This is an optimization exercise on Yosys and OpenROAD, whose aim is a short achievable clock period and few clock cycles, not a production implementation.
At most, simulation tests tie the RTL to the original design; equivalence was not proved.
No functional check of the RTL was part of runs 1 and 2.
Power and IR drop assume default switching activity.

--- design/flow/run.sh ---
#!/bin/bash
# synth_recipe.tcl (not shown) runs the flow's synth.tcl, then flattens the netlist and writes it again
# the make line also repeats each setting of config.mk as NAME=value (left out here)
make -C /OpenROAD-flow-scripts/flow DESIGN_CONFIG=/design/flow/config.mk WORK_HOME=/design/flow/orfs CLKGATE_MAP_FILE= SYNTH_SCRIPT=/design/flow/synth_recipe.tcl finish
--- design/flow/config.mk ---
export PLATFORM = sky130hd
export DESIGN_NAME = pentaur_core
export DESIGN_NICKNAME = pentaur_core
export VERILOG_FILES = /design/flow/design.v
export SDC_FILE = /design/flow/constraint.sdc
export NUM_CORES = 4
export LEC_CHECK = 0
export ABC_CLOCK_PERIOD_IN_PS = 2500
export CAP_MARGIN = 20
export CORE_MARGIN = 2
export CORE_UTILIZATION = 40
export PLACE_DENSITY = 0.6
export SETUP_SLACK_MARGIN = 5
export SLEW_MARGIN = 20
--- design/flow/constraint.sdc ---
create_clock -name core_clock -period 10.0 [get_ports {clk}]
set_input_delay 2.0000 -clock core_clock [delete_from_list [all_inputs] [get_ports {clk}]]
set_output_delay 2.0000 -clock core_clock [all_outputs]
set_load 0.01 [all_outputs]
--- design/flow/design.v ---
`default_nettype none
module pentaur_core (
    input  wire        clk,
    input  wire        rst,
    input  wire [31:0] prog_len,
    output wire [31:0] imem_addr,
    input  wire [95:0] imem_rdata,
    output reg         dmem_en,
    output reg         dmem_we,
    output reg  [16:0] dmem_addr,
    output reg  [31:0] dmem_wdata,
    input  wire [31:0] dmem_rdata,
    output reg         io_en,
    output reg         io_we,
    output reg  [31:0] io_addr,
    output reg  [31:0] io_wdata,
    input  wire [31:0] io_rdata,
    output wire        halted,
    output wire [2:0]  err,
    output wire [31:0] halt_pc,
    output wire [3:0]  flags
);
    localparam OP_MOV    = 5'd0,  OP_MOVSEG = 5'd1,  OP_ADD  = 5'd2,  OP_SUB  = 5'd3,
               OP_AND    = 5'd4,  OP_OR     = 5'd5,  OP_XOR  = 5'd6,  OP_NOT  = 5'd7,
               OP_SHL    = 5'd8,  OP_SHR    = 5'd9,  OP_ROL  = 5'd10, OP_ROR  = 5'd11,
               OP_INC    = 5'd12, OP_DEC    = 5'd13, OP_CMP  = 5'd14, OP_LOAD = 5'd15,
               OP_STORE  = 5'd16, OP_PUSH   = 5'd17, OP_POP  = 5'd18, OP_IN   = 5'd19,
               OP_OUT    = 5'd20, OP_JMP    = 5'd21, OP_JE   = 5'd22, OP_JNE  = 5'd23,
               OP_JG     = 5'd24, OP_JL     = 5'd25;
    localparam E_NONE = 3'd0, E_ADDR = 3'd1, E_DEST = 3'd2, E_SEG = 3'd3,
               E_SRC  = 3'd4, E_OP   = 3'd5;
    integer i;
    localparam PW = 96 + 36;
    localparam K_WRR = 96, K_MSEG = 97, K_LOAD = 98, K_STORE = 99, K_PUSH = 100,
               K_POP = 101, K_IN = 102, K_OUT = 103, K_JMP = 104, K_JE = 105,
               K_JNE = 106, K_JG = 107, K_JL = 108, K_R1 = 109, K_R2 = 110,
               K_FL = 111, K_BONE = 112, K_MDS = 113, K_MSS = 114,
               K_PRE = 115,             
               K_POST = 118,            
               K_C = 121;               
    function automatic [PW-1:0] predecode(input [95:0] w);
        reg [4:0] op;
        reg [3:0] dest;
        reg       use1, use2, r1, r2, wrr, alu, fsrc;
        begin
            op   = w[4:0];
            dest = w[8:5];
            alu  = (op <= OP_CMP) && (op != OP_MOVSEG);
            wrr  = alu && (op != OP_CMP);
            use1 = (op <= OP_CMP) || op == OP_STORE || op == OP_PUSH || op == OP_OUT;
            use2 = (op >= OP_ADD && op <= OP_ROR && op != OP_NOT) || op == OP_CMP;
            r1   = use1 && !w[9];
            r2   = use2 && !w[14];
            fsrc = (r1 && w[13:10] > 4'd8) || (r2 && w[18:15] > 4'd8);
            predecode = {PW{1'b0}};
            predecode[95:0]    = w;
            predecode[K_WRR]   = wrr;
            predecode[K_MSEG]  = op == OP_MOVSEG;
            predecode[K_LOAD]  = op == OP_LOAD;
            predecode[K_STORE] = op == OP_STORE;
            predecode[K_PUSH]  = op == OP_PUSH;
            predecode[K_POP]   = op == OP_POP;
            predecode[K_IN]    = op == OP_IN;
            predecode[K_OUT]   = op == OP_OUT;
            predecode[K_JMP]   = op == OP_JMP;
            predecode[K_JE]    = op == OP_JE;
            predecode[K_JNE]   = op == OP_JNE;
            predecode[K_JG]    = op == OP_JG;
            predecode[K_JL]    = op == OP_JL;
            predecode[K_R1]    = r1;
            predecode[K_R2]    = r2;
            predecode[K_FL]    = alu;
            predecode[K_BONE]  = op == OP_INC || op == OP_DEC;
            predecode[K_MDS]   = op == OP_MOVSEG && dest == 4'd1;
            predecode[K_MSS]   = op == OP_MOVSEG && dest == 4'd3;
            predecode[K_PRE+2:K_PRE] = (op > OP_JL) ? E_OP : fsrc ? E_SRC : E_NONE;
            predecode[K_POST+2:K_POST] =
                (op == OP_MOVSEG && dest > 4'd5) ? E_SEG :
                ((wrr || op == OP_LOAD || op == OP_POP || op == OP_IN) && dest > 4'd8) ? E_DEST :
                E_NONE;
            predecode[K_C+10:K_C] = {
                op == OP_MOV,
                op == OP_ADD || op == OP_INC,
                op == OP_SUB || op == OP_DEC || op == OP_CMP,
                op == OP_AND, op == OP_OR, op == OP_XOR, op == OP_NOT,
                op == OP_SHL, op == OP_SHR, op == OP_ROL, op == OP_ROR};
        end
    endfunction
    reg [31:0] rf [0:8];         
    reg [31:0] ds, ss, ssm1;     
    reg        zf_q, sf_q, cf_q, of_q;
    reg        zf_pend;          
    reg [31:0] r_q;
    reg        run;              
    reg        halted_q;
    reg [2:0]  err_q;
    reg [31:0] hpc_q;
    reg [31:0] plen;
    assign halted  = halted_q;
    assign err     = err_q;
    assign halt_pc = hpc_q;
    assign flags   = {zf_q, sf_q, cf_q, of_q};
    reg [31:0] pc_f;
    reg        btb_v;
    reg [31:0] btb_pc, btb_tg;
    wire       btb_hit = btb_v && (pc_f == btb_pc);
    assign imem_addr = pc_f;
    reg        v_i, bh_i, end_i;
    reg [31:0] pc_i, pn_i;
    reg          v_s, pr_s, end_s;
    reg [PW-1:0] ir_s;
    reg [31:0]   pc_s, pn_s;
    reg          v_d, pr_d, end_d;
    reg [PW-1:0] ir_d;
    reg [31:0]   pc_d, pn_d;
    reg        e_wr, e_fl, e_ds, e_ss;
    reg [3:0]  e_dst;
    reg [8:0]  e_wm;             
    reg [31:0] e_a, e_b;         
    reg [31:0] e_r;              
    reg [4:0]  e_sh;             
    reg        c_mov, c_add, c_sub, c_and, c_or, c_xor, c_not, c_shl, c_shr, c_rol, c_ror;
    reg        e_ld;             
    reg [3:0]  e_ldst;
    reg [8:0]  e_lm;
    reg        e_lio;
    reg        m_ld;
    reg [3:0]  m_ldst;
    reg [8:0]  m_lm;
    reg        m_lio;
    wire [32:0] sum  = {1'b0, e_a} + {1'b0, e_b};
    wire [32:0] diff = {1'b0, e_a} - {1'b0, e_b};
    wire [31:0] rl0 = e_sh[0] ? {e_r[30:0], e_r[31]}    : e_r;
    wire [31:0] rl1 = e_sh[1] ? {rl0[29:0], rl0[31:30]} : rl0;
    wire [31:0] rl2 = e_sh[2] ? {rl1[27:0], rl1[31:28]} : rl1;
    wire [31:0] rl3 = e_sh[3] ? {rl2[23:0], rl2[31:24]} : rl2;
    wire [31:0] rol = e_sh[4] ? {rl3[15:0], rl3[31:16]} : rl3;
    wire [31:0] rr0 = e_sh[0] ? {e_r[0],    e_r[31:1]}  : e_r;
    wire [31:0] rr1 = e_sh[1] ? {rr0[1:0],  rr0[31:2]}  : rr0;
    wire [31:0] rr2 = e_sh[2] ? {rr1[3:0],  rr1[31:4]}  : rr1;
    wire [31:0] rr3 = e_sh[3] ? {rr2[7:0],  rr2[31:8]}  : rr2;
    wire [31:0] ror = e_sh[4] ? {rr3[15:0], rr3[31:16]} : rr3;
    wire        e_big = |e_b[31:5];    
    wire [31:0] mskl = {32{1'b1}} << e_sh;
    wire [31:0] mskr = {32{1'b1}} >> e_sh;
    wire [31:0] shl  = rol & mskl & {32{~e_big}};
    wire [31:0] shr  = ror & mskr & {32{~e_big}};
    wire [31:0] res = ({32{c_mov}} & e_a)
                    | ({32{c_add}} & sum[31:0])
                    | ({32{c_sub}} & diff[31:0])
                    | ({32{c_and}} & (e_a & e_b))
                    | ({32{c_or }} & (e_a | e_b))
                    | ({32{c_xor}} & (e_a ^ e_b))
                    | ({32{c_not}} & ~e_a)
                    | ({32{c_shl}} & shl)
                    | ({32{c_shr}} & shr)
                    | ({32{c_rol}} & rol)
                    | ({32{c_ror}} & ror);
    wire z_a   = (e_a == 32'd0);
    wire z_eq  = (e_a == e_b);
    wire z_sum = ((e_a ^ e_b) ^ {(e_a[30:0] | e_b[30:0]), 1'b0}) == 32'd0;
    wire f_zf  = (c_mov & z_a) | (c_add & z_sum) | (c_sub & z_eq)
               | (c_and & ((e_a & e_b) == 32'd0)) | (c_or & ((e_a | e_b) == 32'd0))
               | (c_xor & z_eq) | (c_not & (e_a == 32'hFFFFFFFF))
               | ((c_rol | c_ror) & (e_r == 32'd0));
    wire f_cfq = (c_shl & e_r[31]) | (c_shr & e_r[0]);
    wire f_cf  = (c_add & sum[32]) | (c_sub & diff[32]) | f_cfq
               | (c_rol & rol[0]) | (c_ror & ror[0]);
    wire f_of  = (c_add & (e_a[31] == e_b[31]) & (sum[31]  != e_a[31]))
               | (c_sub & (e_a[31] != e_b[31]) & (diff[31] != e_a[31]));
    wire e_shift = c_shl | c_shr;
    wire [3:0]  dest   = ir_d[8:5];
    wire        s1_imm = ir_d[9];
    wire [3:0]  s1_reg = ir_d[13:10];
    wire        s2_imm = ir_d[14];
    wire [3:0]  s2_reg = ir_d[18:15];
    wire [31:0] imm1   = ir_d[63:32];
    wire [31:0] imm2   = ir_d[95:64];
    wire d_wrr   = ir_d[K_WRR],  d_mseg = ir_d[K_MSEG], d_load = ir_d[K_LOAD];
    wire d_store = ir_d[K_STORE], d_push = ir_d[K_PUSH], d_pop = ir_d[K_POP];
    wire d_in    = ir_d[K_IN],   d_out  = ir_d[K_OUT],  d_jmp  = ir_d[K_JMP];
    wire d_je    = ir_d[K_JE],   d_jne  = ir_d[K_JNE],  d_jg   = ir_d[K_JG];
    wire d_jl    = ir_d[K_JL],   r1     = ir_d[K_R1],   r2     = ir_d[K_R2];
    wire d_alu   = ir_d[K_FL],   d_bone = ir_d[K_BONE];
    wire [2:0]  pre_err  = ir_d[K_PRE+2:K_PRE];
    wire [2:0]  post_err = ir_d[K_POST+2:K_POST];
    wire [10:0] d_c      = ir_d[K_C+10:K_C];
    wire d_sp    = d_push | d_pop;
    wire d_mem   = d_load | d_store | d_push | d_pop;
    wire pre_ok  = pre_err == E_NONE;
    wire post_ok = post_err == E_NONE;
    wire d_shift = d_c[3] | d_c[2];
    wire l1 = e_ld && e_ldst == s1_reg, l2 = e_ld && e_ldst == s2_reg;
    wire st_reg = (r1 & l1) | (r2 & l2);
    wire st_sp  = d_sp & (e_wm[8] | e_lm[8] | m_lm[8]);
    wire st_seg = ((d_load | d_store) & e_ds) | (d_sp & e_ss);
    wire st_fl  = e_fl & (((d_je | d_jne | d_jg) & e_shift) |
                          ((d_jg | d_jl) & (c_add | c_sub | c_rol | c_ror)));
    wire stall  = v_d & ~end_d & (st_reg | st_sp | st_seg | st_fl);
    wire [31:0] ldata = m_lio ? io_rdata : dmem_rdata;
    wire [31:0] rf1 = (s1_reg <= 4'd8) ? rf[s1_reg] : 32'd0;
    wire [31:0] rf2 = (s2_reg <= 4'd8) ? rf[s2_reg] : 32'd0;
    wire [31:0] b1  = s1_imm ? imm1 : rf1;
    wire [31:0] b2  = s2_imm ? imm2 : rf2;
    wire se1 = !s1_imm && e_wr && e_dst == s1_reg, se2 = !s2_imm && e_wr && e_dst == s2_reg;
    wire sm1 = !s1_imm && m_ld && m_ldst == s1_reg, sm2 = !s2_imm && m_ld && m_ldst == s2_reg;
    wire [31:0] v1 = se1 ? res : sm1 ? ldata : b1;
    wire [31:0] v2 = se2 ? res : sm2 ? ldata : b2;
    wire [31:0] sp    = rf[8];
    wire [31:0] abase = d_push ? ssm1 : d_pop ? ss : ds;
    wire [31:0] aoff  = d_sp ? sp : imm2;
    wire [31:0] addr  = abase + aoff;
    wire        a_ok  = addr[31:17] == 15'd0;
    wire [2:0] d_err = end_d ? E_NONE :
                       !pre_ok ? pre_err :
                       (d_mem & ~a_ok) ? E_ADDR : post_err;
    wire go     = run & v_d & ~stall;                     
    wire g_n    = go & ~end_d;
    wire g_ok   = g_n & pre_ok & post_ok;                 
    wire d_stop = go & (end_d | ~pre_ok | ~post_ok | (d_mem & ~a_ok));
    wire d_flw  = g_n & d_alu & pre_ok;
    wire zf_c = e_fl ? f_zf : zf_pend ? (r_q == 32'd0) : zf_q;
    wire cf_c = e_fl ? f_cfq : cf_q;
    wire take = d_jmp | (d_je & zf_c) | (d_jne & ~zf_c) | (d_jg & ~cf_c & ~zf_c) | (d_jl & cf_c);
    wire misp = g_n & (take != pr_d);
    wire [PW-1:0] pd_i  = predecode(imem_rdata);
    wire [4:0]  op_i    = imem_rdata[4:0];
    wire [31:0] imm2_i  = imem_rdata[95:64];
    wire        pt_i    = v_i & ~bh_i & ((op_i == OP_JMP) |
                          ((op_i >= OP_JE) & (op_i <= OP_JL) & (imm2_i <= pc_i)));
    wire        redir_i = run & pt_i & ~misp;
    wire adv_d = ~v_d | ~stall;
    wire kill  = misp | ~run;
    wire nv_s  = ~kill & (adv_d ? (v_s & v_i) : (v_s | v_i));
    wire fetch = run & ~nv_s;
    wire halt_now = (d_stop & ~(d_flw & ~post_ok) & ~(e_fl & e_shift)) |
                    (~run & ~e_fl & ~zf_pend);
    always @(posedge clk) begin
        plen <= prog_len;
        if (adv_d == v_s) begin
            ir_s  <= pd_i;
            pc_s  <= pc_i;
            pn_s  <= pn_i;
            pr_s  <= bh_i | pt_i;
            end_s <= end_i;
        end
        if (adv_d) begin
            if (v_s) begin
                ir_d  <= ir_s;
                pc_d  <= pc_s;
                pn_d  <= pn_s;
                pr_d  <= pr_s;
                end_d <= end_s;
            end else begin
                ir_d  <= pd_i;
                pc_d  <= pc_i;
                pn_d  <= pn_i;
                pr_d  <= bh_i | pt_i;
                end_d <= end_i;
            end
        end
        pc_i  <= pc_f;
        pn_i  <= pc_f + 32'd1;
        bh_i  <= btb_hit;
        end_i <= pc_f >= plen;
        e_dst  <= dest;
        e_ldst <= dest;
        e_lio  <= d_in;
        e_a    <= v1;
        e_b    <= d_bone ? 32'd1 : v2;
        e_r    <= d_shift | d_c[1] | d_c[0] ? v1 : 32'd0;
        e_sh   <= d_bone ? 5'd0 : v2[4:0];
        {c_mov, c_add, c_sub, c_and, c_or, c_xor, c_not, c_shl, c_shr, c_rol, c_ror} <= d_c;
        m_ldst <= e_ldst;
        m_lio  <= e_lio;
        dmem_we    <= d_store | d_push;
        dmem_addr  <= addr[16:0];
        dmem_wdata <= v1;
        io_we      <= d_out;
        io_addr    <= imm2;
        io_wdata   <= v1;
        if (rst) begin
            run      <= 1'b1;
            halted_q <= 1'b0;
            err_q    <= E_NONE;
            hpc_q    <= 32'd0;
            for (i = 0; i < 9; i = i + 1) rf[i] <= 32'd0;
            ds       <= 32'd0;
            ss       <= 32'd0;
            ssm1     <= 32'hFFFFFFFF;
            zf_q     <= 1'b0;
            sf_q     <= 1'b0;
            cf_q     <= 1'b0;
            of_q     <= 1'b0;
            zf_pend  <= 1'b0;
            r_q      <= 32'd0;
            pc_f     <= 32'd0;
            btb_v    <= 1'b0;
            btb_pc   <= 32'd0;
            btb_tg   <= 32'd0;
            v_i      <= 1'b0;
            v_s      <= 1'b0;
            v_d      <= 1'b0;
            e_wr     <= 1'b0;
            e_wm     <= 9'd0;
            e_fl     <= 1'b0;
            e_ds     <= 1'b0;
            e_ss     <= 1'b0;
            e_ld     <= 1'b0;
            e_lm     <= 9'd0;
            m_ld     <= 1'b0;
            m_lm     <= 9'd0;
            dmem_en  <= 1'b0;
            io_en    <= 1'b0;
        end else begin
            if (misp)                 pc_f <= take ? imm2 : pn_d;
            else if (redir_i)         pc_f <= imm2_i;
            else if (fetch)           pc_f <= btb_hit ? btb_tg : pc_f + 32'd1;
            v_i <= fetch & ~misp & ~redir_i;
            v_s <= nv_s;
            if (kill)       v_d <= 1'b0;
            else if (adv_d) v_d <= v_s | v_i;
            if (go) begin
                err_q <= d_err;
                hpc_q <= pc_d;
            end
            if (d_stop) run <= 1'b0;
            if (halt_now) halted_q <= 1'b1;
            if (g_n && take) begin
                btb_v  <= 1'b1;
                btb_pc <= pc_d;
                btb_tg <= imm2;
            end
            e_wr    <= g_ok & d_wrr;
            for (i = 0; i < 9; i = i + 1) e_wm[i] <= g_ok & d_wrr & (dest == i);
            e_fl    <= d_flw;
            e_ds    <= g_ok & ir_d[K_MDS];
            e_ss    <= g_ok & ir_d[K_MSS];
            e_ld    <= g_ok & ((d_load | d_pop) & a_ok | d_in);
            for (i = 0; i < 9; i = i + 1)
                e_lm[i] <= g_ok & ((d_load | d_pop) & a_ok | d_in) & (dest == i);
            dmem_en <= g_ok & d_mem & a_ok;
            io_en   <= g_ok & (d_in | d_out);
            m_ld <= e_ld;
            m_lm <= e_lm;
            if (e_fl) begin
                zf_q    <= f_zf;
                zf_pend <= e_shift;
                r_q     <= res;
                sf_q    <= res[31];
                cf_q    <= f_cf;
                of_q    <= f_of;
            end else if (zf_pend) begin
                zf_q    <= r_q == 32'd0;
                zf_pend <= 1'b0;
            end
            if (e_ds) ds <= e_a;
            if (e_ss) begin
                ss   <= e_a;
                ssm1 <= e_a - 32'd1;
            end
            for (i = 0; i < 9; i = i + 1) begin
                if (e_wm[i])      rf[i] <= res;
                else if (m_lm[i]) rf[i] <= ldata;
            end
            if (g_n && d_push) rf[8] <= sp - 32'd1;
            if (g_n && d_pop)  rf[8] <= sp + 32'd1;
        end
    end
endmodule
`default_nettype wire
==> results.ini, run 1 <==
[logic_synthesis]
syn-num-nets = 8060
netlist_instances = 7637
post-synth-top-count-cell = nor2_1
async_flop_share_pct = 0
yosys.area.top_type = dfxtp_1
yosys_warnings = 2
ys_seq_area_share_pct = 40.6
synth_compound_area_share_pct = 20.9
synthSimpleGateAreaFrac_pct = 15.1
synthAdderAreaFrac_pct = 4.21
synth_top_family_by_area = compound AO/OA/AOI/OAI gates
synth-xor-area-share_pct = 2.75
synth_mux_area_share_pct = 10.8
ys_top_cells_by_count = nor2_1, dfxtp_1, nand2_1
syn_area_um2 = 68600
yosys_register_bits = 1213
synth-main-ff-cell = dfxtp_1
yosysTopAreaCellShare_pct = 25.1
yosys-top-cells-area = dfxtp_1, edfxtp_1, nor2_1
synth_cell_types = 109
synth.avg_cell_area_um2 = 8.98
synth-edff-count = 354

[power]
p_leak_nw = 27.7
p_per_area_nw_per_um2 = 155
fin_total_pwr_mw = 12.2
ir_drop_mv = 0.185

[clock_network]
cts_tree = built
cts.sinks = 1213
ctsRootBufferMaster = clkbuf_16
path_clk_slew_ns = 0.06
worstSkewPairLatency_ns = 0.81
cts-buffers-inserted = 134
cts_max_level = 4
ctsLongestPathBuffers = 3
ctsHoldBuffers = 0

[timing]
period_share_pct = 50.5
relSlewSlack_pct = 12.1
hold_slack_ns = 0.330
fmax_ghz = 0.198
finClkSkew_ns = 0.0310
slew_violations = 0
worstMarginPinSlew_ns = 1.31
grt_setup_unrepaired = true
tns_ns = 0
setup_viol = 0
timing.final.hold_violations = 0
period_needed_ns = 5.05

[die]
initial_utilization_pct = 40.4
num_rows = 151
die_h_um = 418
dieWidth_um = 418
coreArea_um2 = 170000
die-area_um2 = 175000
io_pins = 383

[status]
status = timing/DRC/antenna clean

[routing]
vias_per_cell = 6.38
dr_total_vias = 63700
drt-pass1-iter-count = 9
route.detailed.drc = 0
drt_iter0_drc = 8841
drt.antenna.violating_nets = 0
wirelength_um = 304000
wire_per_inst_um = 30.5

[worst_setup_path]
cp.arrival_ns = 5.68
cp-end-kind = register
crit_path_end = e_r[29]
required_ns = 10.64
critPathKind = reg2reg
crit_start = e_a[20]
critical_path.startpoint_type = register
critPathMaxFanout = 15
crit_chain = buf_4, inv_1, ha_2, inv_1, a21oi_1, o31ai_1, o31ai_1, nand2_1, o2bb2ai_2, a211oi_1, mux2i_1, a221oi_4, buf_4, a211oi_1
ff2ff_setup_slack_ns = 4.95
reg2reg_depth = 14
worst_path_max_delay_cell = o31ai_1
cpPeakStageDelay_ns = 0.71
timing.rr.end = e_r[29]
timing.rr.start = e_a[20]

[finish]
largestRegisters = rf: 288 flops, ir_d: 111 flops, ir_s: 111 flops
fin_area_um2 = 78700
largest_reg_flops = 288
fin_nets = 8063
area_growth_pct = 14.9
regMostFlops = rf
final_layout_size_suffix_gt1_share_pct = 12.3

[global_routing]
grt_overflow = 0
grt_pass1_vias = 59900
grt_max_degree = 158
track_usage_pct = 33.6
grt_pass1_wl_um = 431000
antenna_found_initial = 20

[hold_path]
hold_path.class = reg2reg

[placement]
placed_area_um2 = 73900
port_buffers = 369
globalplace.congestion = 1.00
hpwl_um = 208000

[job]
drv_cap = 0

## kinds of logic after synthesis
group | Yosys count
and+or+nand+nor | 2274
AOI/OAI and AO/OA | 2140
DFF | 1213
buffers and inverters | 951
muxes | 615
adders and majority gates | 229
xor gates and xnor gates | 215
## layer usage
metal	vias to the layer above	GRT usage (%)	wire length, um
met5	-	0	54
li1	27800	-	-
met3	914	8.23	31300
met2	3900	51.2	133000
met4	8	20.0	20800
met1	31100	43.1	119000
## metrics by stage
stage	utilization, %	instances	setup WS (ns)
floorplan	-	7637	4.28
global placement	43.5	9716	4.27
detailed placement	43.5	9717	4.13
CTS	46.3	9967	5.00
global route	46.4	9978	4.99
finish	46.4	9982	4.95
## worst max-delay path: cells and delay by family (launching register included)
| family | cells | cell delay (ns) |
|---|---|---|
| muxes | 1 | 0.21 |
| and+or+nand+nor | 1 | 0.22 |
| buffers and inverters | 4 | 1.00 |
| DFF | 1 | 0.30 |
| adders and majority gates | 1 | 0.64 |
| AOI/OAI and AO/OA | 7 | 2.48 |
## cell type report
| cell class | count | area (um^2) |
|---|---|---|
| Antenna cell | 13 | 32.5 |
| Sequential cell | 1213 | 27900 |
| Clock buffer | 182 | 3770 |
| Clock inverter | 65 | 713 |
| Inverter | 242 | 908 |
| Multi-Input combinational cell | 5474 | 37300 |
| Tap cell | 2218 | 2780 |
| Fill cell | 16100 | 91100 |
| Timing Repair Buffer | 575 | 5340 |
## worst min-delay path by stage
stage / from / to / slack (ns) / cells after the start
floorplan: e_lio / m_lio / 0.31 / 0
global placement: ir_d[128] / c_and / 0.33 / 0
detailed placement: ir_d[125] / c_not / 0.33 / 0
CTS: ir_d[130] / c_add / 0.32 / 0
global route: ir_d[130] / c_add / 0.33 / 0
finish: ir_d[130] / c_add / 0.33 / 0
## power by group
group / total [mW] / switching, mW / internal [mW]
Clock: 5.07 / 2.17 / 2.91
Combinational: 1.84 / 1.22 / 0.618
Sequential: 5.29 / 0.139 / 5.16
Total: 12.2 / 3.53 / 8.68
## placed cells by master (no fill, tap or decap), types with 76 or more instances in the layout
master,count
edfxtp_1,354
nor2_1,861
mux2i_1,294
xnor2_1,143
o22ai_1,118
a211oi_1,262
o21ai_0,434
nor4_1,89
a221oi_1,91
inv_1,240
a22oi_1,142
mux4_2,76
ha_1,219
a21oi_1,499
buf_4,197
nand2b_1,92
clkbuf_16,138
dfxtp_1,838
nor3_1,103
nand3_1,79
clkdlybuf4s50_1,366
nand2_1,681
mux2_2,243
## repair_timing
item,CTS,global route
pin swaps,3,3
endpoints found under the setup margin,259,76
gates cloned,1,1
buffers inserted,2,1
gates resized for setup,25,31
==> inputs of run 2 (changes only) <==
--- a/design/flow/design.v
+++ b/design/flow/design.v
@@ -32,3 +32,3 @@
     integer i;
-    localparam PW = 96 + 36;
+    localparam PW = 96 + 37;
     localparam K_WRR = 96, K_MSEG = 97, K_LOAD = 98, K_STORE = 99, K_PUSH = 100,
@@ -39,3 +39,4 @@
                K_POST = 118,            
-               K_C = 121;               
+               K_C = 121,               
+               K_LDST = 132;
     function automatic [PW-1:0] predecode(input [95:0] w);
@@ -60,2 +61,3 @@
             predecode[K_STORE] = op == OP_STORE;
+            predecode[K_LDST]  = op == OP_LOAD || op == OP_STORE;
             predecode[K_PUSH]  = op == OP_PUSH;
@@ -88,2 +90,16 @@
     endfunction
+    function automatic gt32(input [31:0] a, input [31:0] b);
+        reg [31:0] g, e;
+        integer k, n;
+        begin
+            g = a & ~b;
+            e = ~(a ^ b);
+            for (n = 1; n < 32; n = n * 2)
+                for (k = 0; k < 32; k = k + 2 * n) begin
+                    g[k] = g[k + n] | (e[k + n] & g[k]);
+                    e[k] = e[k + n] & e[k];
+                end
+            gt32 = g[0];
+        end
+    endfunction
     reg [31:0] rf [0:8];         
@@ -188,2 +204,3 @@
     wire d_sp    = d_push | d_pop;
+    wire d_ldst  = ir_d[K_LDST];
     wire d_mem   = d_load | d_store | d_push | d_pop;
@@ -209,6 +226,10 @@
     wire [31:0] sp    = rf[8];
-    wire [31:0] abase = d_push ? ssm1 : d_pop ? ss : ds;
-    wire [31:0] aoff  = d_sp ? sp : imm2;
-    wire [31:0] addr  = abase + aoff;
-    wire        a_ok  = addr[31:17] == 15'd0;
+    wire [31:0] abase = ({32{d_push}} & ssm1) | ({32{d_pop}} & ss) | ({32{d_ldst}} & ds);
+    wire [31:0] aoff  = ({32{d_sp}} & sp) | ({32{d_ldst}} & imm2);
+    wire [17:0] alo   = {1'b0, abase[16:0]} + {1'b0, aoff[16:0]};
+    wire [14:0] ah    = abase[31:17], bh = aoff[31:17];
+    wire [14:0] hx    = ah ^ bh;
+    wire        hz    = (hx[14:1] == (ah[13:0] | bh[13:0]));
+    wire        a_ok  = hz & (hx[0] == alo[17]);
+    wire [16:0] addr  = alo[16:0];
     wire [2:0] d_err = end_d ? E_NONE :
@@ -229,3 +250,3 @@
     wire        pt_i    = v_i & ~bh_i & ((op_i == OP_JMP) |
-                          ((op_i >= OP_JE) & (op_i <= OP_JL) & (imm2_i <= pc_i)));
+                          ((op_i >= OP_JE) & (op_i <= OP_JL) & ~gt32(imm2_i, pc_i)));
     wire        redir_i = run & pt_i & ~misp;
@@ -276,3 +297,3 @@
         dmem_we    <= d_store | d_push;
-        dmem_addr  <= addr[16:0];
+        dmem_addr  <= addr;
         dmem_wdata <= v1;
==> results.ini, run 2 <==
[finish]
final_layout_size_suffix_gt1_share_pct = 10.9  ; was 12.3%
layout_commonest_cell = nor2_1  ; unchanged
largest_reg_flops = 288  ; unchanged
fin_nets = 7901  ; was 8063
mostFrequentLayoutCells = nor2_1, dfxtp_1, nand2_1  ; unchanged
regMostFlops = rf  ; unchanged
area_growth_pct = 15.2  ; was 14.9%
fin_area_um2 = 77100  ; was 78700 um^2
final_cells = 9805  ; was 9982
largestRegisters = rf: 288 flops, ir_d: 112 flops, ir_s: 112 flops  ; was rf: 288 flops, ir_d: 111 flops, ir_s: 111 flops

[power]
p_int_mw = 8.62  ; was 8.68 mW
ir_drop_mv = 0.189  ; was 0.185 mV
p_leak_nw = 27.4  ; was 27.7 nW
p_comb_share_pct = 14.3  ; was 15.1%
fin_total_pwr_mw = 12.2  ; about the same
switchingPower_mw = 3.54  ; was 3.53 mW
p_seq_share_pct = 43.9  ; was 43.4%
p_per_area_nw_per_um2 = 158  ; was 155 nW/um^2
switching_share_pct = 29.1  ; was 28.9%
p_clk_share_pct = 41.8  ; was 41.6%

[timing]
relSlewSlack_pct = 16.4  ; was 12.1%
fin_ws_ns = 5.08  ; was 4.95 ns
timing.final.hold_violations = 0  ; unchanged
grt_setup_unrepaired = true  ; unchanged
fmax_ghz = 0.203  ; was 0.198 GHz
finClkSkew_ns = 0.0746  ; was 0.0310 ns
setup_viol = 0  ; unchanged
period_needed_ns = 4.92  ; was 5.05 ns
slew_violations = 0  ; unchanged
worstMarginPinSlew_ns = 1.25  ; was 1.31 ns
period_share_pct = 49.2  ; was 50.5%

[die]
io_pins = 383  ; unchanged
num_rows = 150  ; was 151
die_h_um = 413  ; was 418 um
die-area_um2 = 171000  ; was 175000 um^2
dieWidth_um = 413  ; was 418 um
coreArea_um2 = 167000  ; was 170000 um^2
initial_utilization_pct = 40.2  ; was 40.4%

[global_routing]
antenna_found_initial = 28  ; was 20
grt_max_degree = 188  ; was 158
grt_pass1_vias = 57900  ; was 59900
track_usage_pct = 33.5  ; was 33.6%
grt_pass1_wl_um = 418000  ; was 431000 um
grt_overflow = 0  ; unchanged

[logic_synthesis]
synth_cell_types = 92  ; was 109
yosys-top-cells-area = dfxtp_1, edfxtp_1, nor2_1  ; unchanged
yosys.area.top_type = dfxtp_1  ; unchanged
synth.avg_cell_area_um2 = 8.94  ; was 8.98 um^2
yosys_warnings = 2  ; unchanged
ys_top_cells_by_count = nor2_1, dfxtp_1, nand2_1  ; unchanged
synth-main-ff-cell = dfxtp_1  ; unchanged
synth-edff-count = 356  ; was 354
post-synth-top-count-cell = nor2_1  ; unchanged
netlist_instances = 7489  ; was 7637
ys_seq_area_share_pct = 41.6  ; was 40.6%
syn-num-nets = 7908  ; was 8060
yosysTopAreaCellShare_pct = 25.7  ; was 25.1%
syn_area_um2 = 67000  ; was 68600 um^2
yosys_register_bits = 1215  ; was 1213
async_flop_share_pct = 0  ; unchanged

[worst_setup_path]
crit_chain = inv_1, ha_1, xnor2_1, nor4_1, nand4_1, o211ai_1, nor4_2, a21oi_2, mux2i_2, and4_1, buf_6, a211o_4, o22ai_1  ; was buf_4, inv_1, ha_2, inv_1, a21oi_1, o31ai_1, o31ai_1, nand2_1, o2bb2ai_2, a211oi_1, mux2i_1, a221oi_4, buf_4, a211oi_1
cp.arrival_ns = 5.58  ; was 5.68 ns
crit_cells = 13  ; was 14
crit_family = compound AO/OA/AOI/OAI gates  ; unchanged
cp-end-kind = register  ; unchanged
ff2ff_setup_slack_ns = 5.08  ; was 4.95 ns
timing.rr.end = pc_f[29]  ; was e_r[29]
cpPeakStageDelay_ns = 0.84  ; was 0.71 ns
crit_buf_inv = 2  ; was 4
reg2reg_depth = 13  ; was 14
timing.rr.start = e_a[30]  ; was e_a[20]
required_ns = 10.66  ; was 10.64 ns
critPathKind = reg2reg  ; unchanged
critPathMaxFanout = 35  ; was 15
critical_path.startpoint_type = register  ; unchanged
worst_path_max_delay_cell = dfxtp_1  ; was o31ai_1

[clock_network]
ctsHoldBuffers = 0  ; unchanged
cts.sinks = 1215  ; was 1213
worstSkewPairLatency_ns = 0.85  ; was 0.81 ns
cts_tree = built  ; unchanged
cts_max_level = 4  ; unchanged
ctsRootBufferMaster = clkbuf_16  ; unchanged
path_clk_slew_ns = 0.06  ; about the same
cts-buffers-inserted = 131  ; was 134
ctsLongestPathBuffers = 3  ; unchanged

[routing]
route.detailed.drc = 0  ; unchanged
wire_per_inst_um = 30.3  ; was 30.5 um
drt.antenna.violating_nets = 0  ; unchanged
drt-pass1-iter-count = 7  ; was 9
wirelength_um = 297000  ; was 304000 um
vias_per_cell = 6.39  ; was 6.38
drt_iter0_drc = 9248  ; was 8841
dr_total_vias = 62600  ; was 63700

[placement]
port_buffers = 369  ; unchanged
hpwl_um = 203000  ; was 208000 um
placed_cells = 9547  ; was 9717
place_ws_ns = 3.82  ; was 4.13 ns
globalplace.congestion = 1.01  ; was 1.00
placed_area_um2 = 72300  ; was 73900 um^2

[hold_path]
hold_path.class = reg2reg  ; unchanged
worstHoldPathCells = 0  ; unchanged
holdPathEnd = m_lio  ; was c_add
hp-start = e_lio  ; was ir_d[130]

[status]
status = timing/DRC/antenna clean  ; unchanged

[job]
drv_cap = 0  ; unchanged

==> run 2: power groups by stage <==
stage | Sequential (mW) | Clock [mW] | Combinational, mW
global placement | 5.44 | 0 | 1.64
finish | 5.35 | 5.08 | 1.74
CTS | 5.34 | 5.12 | 1.67
global route | 5.35 | 5.31 | 1.80
detailed placement | 5.44 | 0 | 1.65
floorplan | 5.36 | 0 | 0.929
==> run 2: final cells by class <==
class | count | area [um^2]
Fill cell | 16100 | 89500
Clock buffer | 184 | 3700
Clock inverter | 54 | 827
Sequential cell | 1215 | 27900
Timing Repair Buffer | 566 | 5320
Inverter | 233 | 880
Antenna cell | 14 | 35.0
Tap cell | 2204 | 2760
Multi-Input combinational cell | 5335 | 35700
==> run 2: cell families (layout without fill, tap and decap cells) <==
family                     count (synthesis)  count (layout)  synth area share [%]
other                                      0              14                     0
and+or+nand+nor                         2224            2225                  14.8
xor gates and xnor gates                 202             202                  2.64
DFF                                     1215            1215                  41.6
AOI/OAI and AO/OA                       2095            2096                  20.6
adders and majority gates                225             225                  4.24
muxes                                    587             587                  10.4
buffers and inverters                    941            1037                  5.69
==> run 2: worst max path at each step <==
| stage | from | to | slack (ns) |
|---|---|---|---|
| after floorplan | ir_d[17] | end_s | -2.61 |
| after global placement | imem_rdata[94] | pc_f[23] | 3.87 |
| after detailed placement | imem_rdata[94] | pc_f[26] | 3.82 |
| after CTS | e_b[2] | rf[8][26] | 5.00 |
| after global routing | e_b[2] | e_r[28] | 4.99 |
| final | e_a[30] | pc_f[29] | 5.08 |
==> run 2: worst register-to-register path, delay by kind of cell, from the launching register on <==
kind                     cells  cell delay [ns]
flip-flops                   1             0.84
AO/OA/AOI/OAI                4             1.16
adder cells (fa/ha/maj)      1             0.50
XOR/XNOR                     1             0.19
multiplexers                 1             0.39
buffers and inverters        2             0.58
AND/OR/NAND/NOR              4             1.12
==> run 2: per-stage QoR <==
| stage | TNS [ns] | hold WS (ns) | util (%) |
|---|---|---|---|
| 2_1_floorplan | -464.65 | 0.310 | - |
| 6_report | 0 | 0.328 | 46.3 |
| 4_1_cts | 0 | 0.327 | 46.2 |
| 3_3_place_gp | 0 | 0.311 | 43.4 |
| 5_1_grt | 0 | 0.335 | 46.3 |
| 3_5_place_dp | 0 | 0.312 | 43.4 |
==> run 2: routing by layer <==
layer  track usage, %  vias to the layer above  wire length (um)
li1                 -                    27400                 -
met1             43.0                    30500            115000
met2             50.7                     3965            129000
met3             9.20                      828             34000
met4             18.8                       32             19100
met5                0                        -               264
==> run 2: repair_timing <==
| item | in CTS | in global routing |
|---|---|---|
| pin swaps | 2 | 2 |
| cloned | 1 | 1 |
| buffers inserted | 1 | 3 |
| setup endpoints to repair | 256 | 139 |
| gates resized for setup | 26 | 20 |
==> inputs of run 3 (changes only) <==
--- a/design/flow/design.v
+++ b/design/flow/design.v
@@ -104,2 +104,18 @@
     endfunction
+    function automatic [32:0] ks_add(input [31:0] a, input [31:0] b, input cin);
+        reg [31:0] g, p, x;
+        integer k, n;
+        begin
+            x = a ^ b;
+            g = a & b;
+            p = x;
+            g[0] = g[0] | (p[0] & cin);
+            for (n = 1; n < 32; n = n * 2)
+                for (k = 31; k >= n; k = k - 1) begin
+                    g[k] = g[k] | (p[k] & g[k - n]);
+                    p[k] = p[k] & p[k - n];
+                end
+            ks_add = {g[31], x ^ {g[30:0], cin}};
+        end
+    endfunction
     reg [31:0] rf [0:8];         
@@ -137,3 +153,4 @@
     reg [4:0]  e_sh;             
-    reg        c_mov, c_add, c_sub, c_and, c_or, c_xor, c_not, c_shl, c_shr, c_rol, c_ror;
+    reg        c_log, c_add, c_sub, c_shl, c_shr, c_rol, c_ror;
+    reg [3:0]  e_t;              
     reg        e_ld;             
@@ -146,4 +163,4 @@
     reg        m_lio;
-    wire [32:0] sum  = {1'b0, e_a} + {1'b0, e_b};
-    wire [32:0] diff = {1'b0, e_a} - {1'b0, e_b};
+    wire [32:0] sum  = ks_add(e_a, e_b, 1'b0);
+    wire [32:0] dif  = ks_add(e_a, ~e_b, 1'b1);       
     wire [31:0] rl0 = e_sh[0] ? {e_r[30:0], e_r[31]}    : e_r;
@@ -159,29 +176,20 @@
     wire        e_big = |e_b[31:5];    
-    wire [31:0] mskl = {32{1'b1}} << e_sh;
-    wire [31:0] mskr = {32{1'b1}} >> e_sh;
-    wire [31:0] shl  = rol & mskl & {32{~e_big}};
-    wire [31:0] shr  = ror & mskr & {32{~e_big}};
-    wire [31:0] res = ({32{c_mov}} & e_a)
+    wire [31:0] ml = {32{c_rol}} | ({32{c_shl & ~e_big}} & ({32{1'b1}} << e_sh));
+    wire [31:0] mr = {32{c_ror}} | ({32{c_shr & ~e_big}} & ({32{1'b1}} >> e_sh));
+    wire [31:0] lu = (e_a & e_b & {32{e_t[3]}}) | (e_a & ~e_b & {32{e_t[2]}})
+                   | (~e_a & e_b & {32{e_t[1]}}) | (~e_a & ~e_b & {32{e_t[0]}});
+    wire [31:0] res = lu
                     | ({32{c_add}} & sum[31:0])
-                    | ({32{c_sub}} & diff[31:0])
-                    | ({32{c_and}} & (e_a & e_b))
-                    | ({32{c_or }} & (e_a | e_b))
-                    | ({32{c_xor}} & (e_a ^ e_b))
-                    | ({32{c_not}} & ~e_a)
-                    | ({32{c_shl}} & shl)
-                    | ({32{c_shr}} & shr)
-                    | ({32{c_rol}} & rol)
-                    | ({32{c_ror}} & ror);
-    wire z_a   = (e_a == 32'd0);
+                    | ({32{c_sub}} & dif[31:0])
+                    | (rol & ml)
+                    | (ror & mr);
     wire z_eq  = (e_a == e_b);
     wire z_sum = ((e_a ^ e_b) ^ {(e_a[30:0] | e_b[30:0]), 1'b0}) == 32'd0;
-    wire f_zf  = (c_mov & z_a) | (c_add & z_sum) | (c_sub & z_eq)
-               | (c_and & ((e_a & e_b) == 32'd0)) | (c_or & ((e_a | e_b) == 32'd0))
-               | (c_xor & z_eq) | (c_not & (e_a == 32'hFFFFFFFF))
+    wire f_zf  = (c_log & (lu == 32'd0)) | (c_add & z_sum) | (c_sub & z_eq)
                | ((c_rol | c_ror) & (e_r == 32'd0));
     wire f_cfq = (c_shl & e_r[31]) | (c_shr & e_r[0]);
-    wire f_cf  = (c_add & sum[32]) | (c_sub & diff[32]) | f_cfq
+    wire f_cf  = (c_add & sum[32]) | (c_sub & ~dif[32]) | f_cfq
                | (c_rol & rol[0]) | (c_ror & ror[0]);
-    wire f_of  = (c_add & (e_a[31] == e_b[31]) & (sum[31]  != e_a[31]))
-               | (c_sub & (e_a[31] != e_b[31]) & (diff[31] != e_a[31]));
+    wire f_of  = (c_add & (e_a[31] == e_b[31]) & (sum[31] != e_a[31]))
+               | (c_sub & (e_a[31] != e_b[31]) & (dif[31] != e_a[31]));
     wire e_shift = c_shl | c_shr;
@@ -293,3 +301,11 @@
         e_sh   <= d_bone ? 5'd0 : v2[4:0];
-        {c_mov, c_add, c_sub, c_and, c_or, c_xor, c_not, c_shl, c_shr, c_rol, c_ror} <= d_c;
+        c_log  <= d_c[10] | d_c[7] | d_c[6] | d_c[5] | d_c[4];
+        c_add  <= d_c[9];
+        c_sub  <= d_c[8];
+        c_shl  <= d_c[3];
+        c_shr  <= d_c[2];
+        c_rol  <= d_c[1];
+        c_ror  <= d_c[0];
+        e_t    <= ({4{d_c[10]}} & 4'b1100) | ({4{d_c[7]}} & 4'b1000) | ({4{d_c[6]}} & 4'b1110)
+                | ({4{d_c[5]}} & 4'b0110) | ({4{d_c[4]}} & 4'b0011);
         m_ldst <= e_ldst;
==> results.ini, run 3 <==
[status]
status = timing/DRC/antenna clean  ; unchanged

[logic_synthesis]
syn_area_um2 = 67200  ; was 67000 um^2
netlist_instances = 7461  ; was 7489
synth.avg_cell_area_um2 = 9.01  ; was 8.94 um^2
yosys_register_bits = 1215  ; unchanged
synth-xor-area-share_pct = 2.74  ; was 2.64%
ys_seq_area_share_pct = 41.5  ; was 41.6%
synth-main-ff-cell = dfxtp_1  ; unchanged
synthSimpleGateAreaFrac_pct = 14.9  ; was 14.8%
yosys_warnings = 2  ; unchanged
post-synth-top-count-cell = nor2_1  ; unchanged
synth_mux_area_share_pct = 10.5  ; was 10.4%
synth_compound_area_share_pct = 20.5  ; was 20.6%
synth_top_family_by_area = compound AO/OA/AOI/OAI gates  ; unchanged
ys_top_cells_by_count = nor2_1, dfxtp_1, nand2_1  ; unchanged
synth-edff-count = 356  ; unchanged
yosysTopAreaCellShare_pct = 25.6  ; was 25.7%
synth_cell_types = 97  ; was 92
yosys-top-cells-area = dfxtp_1, edfxtp_1, nor2_1  ; unchanged
yosys.area.top_type = dfxtp_1  ; unchanged
synthAdderAreaFrac_pct = 4.32  ; was 4.24%
syn-num-nets = 7885  ; was 7908
async_flop_share_pct = 0  ; unchanged

[placement]
place_ws_ns = 2.92  ; was 3.82 ns
hpwl_um = 211000  ; was 203000 um
placed_area_um2 = 72600  ; was 72300 um^2
placed_cells = 9550  ; was 9547
port_buffers = 369  ; unchanged
globalplace.congestion = 1.01  ; about the same

[worst_setup_path]
reg2reg_depth = 11  ; was 13
critical_path.startpoint_type = register  ; unchanged
cp-end-kind = register  ; unchanged
required_ns = 10.68  ; was 10.66 ns
cpPeakStageDelay_ns = 0.82  ; was 0.84 ns
timing.rr.start = e_b[6]  ; was e_a[30]
crit_chain = inv_1, ha_1, a22o_1, a221oi_1, nand4b_1, or4_1, a21oi_2, o211a_4, nand2_1, and3_1, o41ai_2  ; was inv_1, ha_1, xnor2_1, nor4_1, nand4_1, o211ai_1, nor4_2, a21oi_2, mux2i_2, and4_1, buf_6, a211o_4, o22ai_1
critPathKind = reg2reg  ; unchanged
cp.arrival_ns = 5.59  ; was 5.58 ns
ff2ff_setup_slack_ns = 5.09  ; was 5.08 ns
worst_path_max_delay_cell = or4_1  ; was dfxtp_1
critPathMaxFanout = 23  ; was 35
timing.rr.end = pc_f[22]  ; was pc_f[29]

[finish]
fin_nets = 7927  ; was 7901
largest_reg_flops = 288  ; unchanged
fin_area_um2 = 77600  ; was 77100 um^2
regMostFlops = rf  ; unchanged
area_growth_pct = 15.5  ; was 15.2%
layout_commonest_cell = nor2_1  ; unchanged
largestRegisters = rf: 288 flops, ir_d: 112 flops, ir_s: 112 flops  ; unchanged
final_cells = 9825  ; was 9805
mostFrequentLayoutCells = nor2_1, dfxtp_1, nand2_1  ; unchanged
final_layout_size_suffix_gt1_share_pct = 11.1  ; was 10.9%

[timing]
slew_violations = 0  ; unchanged
setup_viol = 0  ; unchanged
timing.final.hold_violations = 0  ; unchanged
relSlewSlack_pct = 13.9  ; was 16.4%
fmax_ghz = 0.204  ; was 0.203 GHz
grt_setup_unrepaired = true  ; unchanged
fin_ws_ns = 5.09  ; was 5.08 ns
hold_slack_ns = 0.328  ; about the same
period_share_pct = 49.1  ; was 49.2%
worstMarginPinSlew_ns = 1.29  ; was 1.25 ns
finClkSkew_ns = 0.0319  ; was 0.0746 ns
period_needed_ns = 4.91  ; was 4.92 ns

[routing]
wirelength_um = 307000  ; was 297000 um
wire_per_inst_um = 31.2  ; was 30.3 um
vias_per_cell = 6.40  ; was 6.39
dr_total_vias = 62900  ; was 62600
route.detailed.drc = 0  ; unchanged
drt_iter0_drc = 8514  ; was 9248
drt.antenna.violating_nets = 0  ; unchanged
drt-pass1-iter-count = 19  ; was 7

[die]
num_rows = 150  ; unchanged
io_pins = 383  ; unchanged
initial_utilization_pct = 40.2  ; about the same
coreArea_um2 = 167000  ; about the same
die-area_um2 = 171000  ; about the same
dieWidth_um = 414  ; was 413 um
die_h_um = 414  ; was 413 um

[hold_path]
holdPathEnd = m_lio  ; unchanged
worstHoldPathCells = 0  ; unchanged
hp-start = e_lio  ; unchanged
hold_path.class = reg2reg  ; unchanged

[clock_network]
cts-buffers-inserted = 133  ; was 131
ctsRootBufferMaster = clkbuf_16  ; unchanged
path_clk_slew_ns = 0.06  ; about the same
ctsHoldBuffers = 0  ; unchanged
cts_max_level = 4  ; unchanged
worstSkewPairLatency_ns = 0.79  ; was 0.85 ns
ctsLongestPathBuffers = 3  ; unchanged
cts.sinks = 1215  ; unchanged
cts_tree = built  ; unchanged

[global_routing]
antenna_found_initial = 18  ; was 28
grt_overflow = 0  ; unchanged
track_usage_pct = 34.7  ; was 33.5%
grt_pass1_vias = 58500  ; was 57900
grt_max_degree = 168  ; was 188
grt_pass1_wl_um = 431000  ; was 418000 um

[job]
drv_cap = 0  ; unchanged

[power]
p_per_area_nw_per_um2 = 163  ; was 158 nW/um^2
fin_total_pwr_mw = 12.6  ; was 12.2 mW
ir_drop_mv = 0.162  ; was 0.189 mV
p_leak_nw = 28.2  ; was 27.4 nW

## run 3: layout make-up
class	instances	area, um^2
well taps	2204	2760
inverters	226	850
clock buffers	189	3820
fillers	15900	89500
diodes	12	30.0
multi-input cells	5352	36200
clock inverters	52	682
flip-flops and latches	1215	28000
repair buffers	575	5320
## run 3: through the flow
step	setup TNS (ns)	util, %
3_3_place_gp	0	43.5
2_1_floorplan	-484.75	-
4_1_cts	0	46.4
3_5_place_dp	0	43.5
6_report	0	46.4
5_1_grt	0	46.4
## run 3: per-layer routing
| layer | vias to the layer above | part of all wire, % | GRT usage [%] |
|---|---|---|---|
| li1 | 27300 | - | - |
| met1 | 30800 | 40 | 45.8 |
| met2 | 4029 | 43 | 51.2 |
| met3 | 790 | 11 | 9.00 |
| met4 | 6 | 6.4 | 19.8 |
| met5 | - | 0.013 | 0 |
## run 3: report_power, final
group | switching [mW] | total (mW) | internal [mW]
sequential | 0.257 | 5.52 | 5.26
combinational | 1.27 | 1.96 | 0.688
clock | 2.13 | 5.15 | 3.01
total | 3.66 | 12.6 | 8.96
## run 3: repair_timing
item                       4_1_cts  5_1_grt
setup endpoints to repair      201      125
pin swaps                        8        7
buffers inserted                11        3
gates cloned                     7        0
resized for setup               29       21
## run 3: cell families after synthesis
| family | Yosys count |
|---|---|
| multiplexers | 580 |
| adder cells (fa/ha/maj) | 230 |
| XOR/XNOR | 210 |
| flip-flops | 1215 |
| buffers and inverters | 901 |
| AO/OA/AOI/OAI | 2110 |
| AND/OR/NAND/NOR | 2215 |
## run 3: worst max-delay path by stage
stage                   start  cells past startpoint        to  slack, ns
2_1_floorplan        ir_d[12]                      7     end_s      -2.72
3_3_place_gp    imem_rdata[1]                     10  pc_f[15]       3.00
3_5_place_dp    imem_rdata[1]                     10  pc_f[15]       2.92
4_1_cts        imem_rdata[95]                     11  pc_f[18]       5.01
5_1_grt             ir_d[100]                     13       run       4.90
6_report               e_b[6]                     11  pc_f[22]       5.09
## run 3: critical path, delay by kind of cell, from the launching register on
| kind | cells | cell delay [ns] |
|---|---|---|
| adder cells (fa/ha/maj) | 1 | 0.26 |
| AND/OR/NAND/NOR | 4 | 1.78 |
| flip-flops | 1 | 0.66 |
| buffers and inverters | 1 | 0.13 |
| AO/OA/AOI/OAI | 5 | 1.94 |
Testbench counts of run 3, summed over its fixed seeds: cycles 42,140.

port drivers added, routing unchanged:
The flow's constraints put no driver on any port. The routed layouts listed below were extracted and timed again, unchanged, in two steps. Step 1 sets driving cells, clkbuf_16 on the clock port and buf_2 on the other inputs (assumed; they add their load-dependent delay and slew). Step 2 times the ports against the registers' clock, not the clock port: input delays grow and output delays shrink by t, the midpoint of the rising clock arrivals with the driver on. a / b / c = ideal ports / drivers / drivers and shift; a / b = the first two.
| run | shift t [ns] | slack for setup (ns) | worst hold slack (ns) | clock arrival spread, ns | worst data-port slew with drivers (ns) |
|---|---|---|---|---|---|
| run 1 | 0.885 | 4.952 / 4.952 / 4.281 | 0.330 / 0.330 / 0.330 | 0.038 / 0.038 | 0.14 |
| run 2 | 0.891 | 5.078 / 5.078 / 4.235 | 0.328 / 0.328 / 0.328 | 0.075 / 0.075 | 0.12 |
| run 3 | 0.855 | 5.093 / 5.093 / 4.356 | 0.328 / 0.328 / 0.328 | 0.033 / 0.033 | 0.07 |
After both steps setup and hold are still met in every run listed. The setup slack of run 2, which loses most, moves by 0.000 ns with the drivers and by -0.843 ns with both steps.
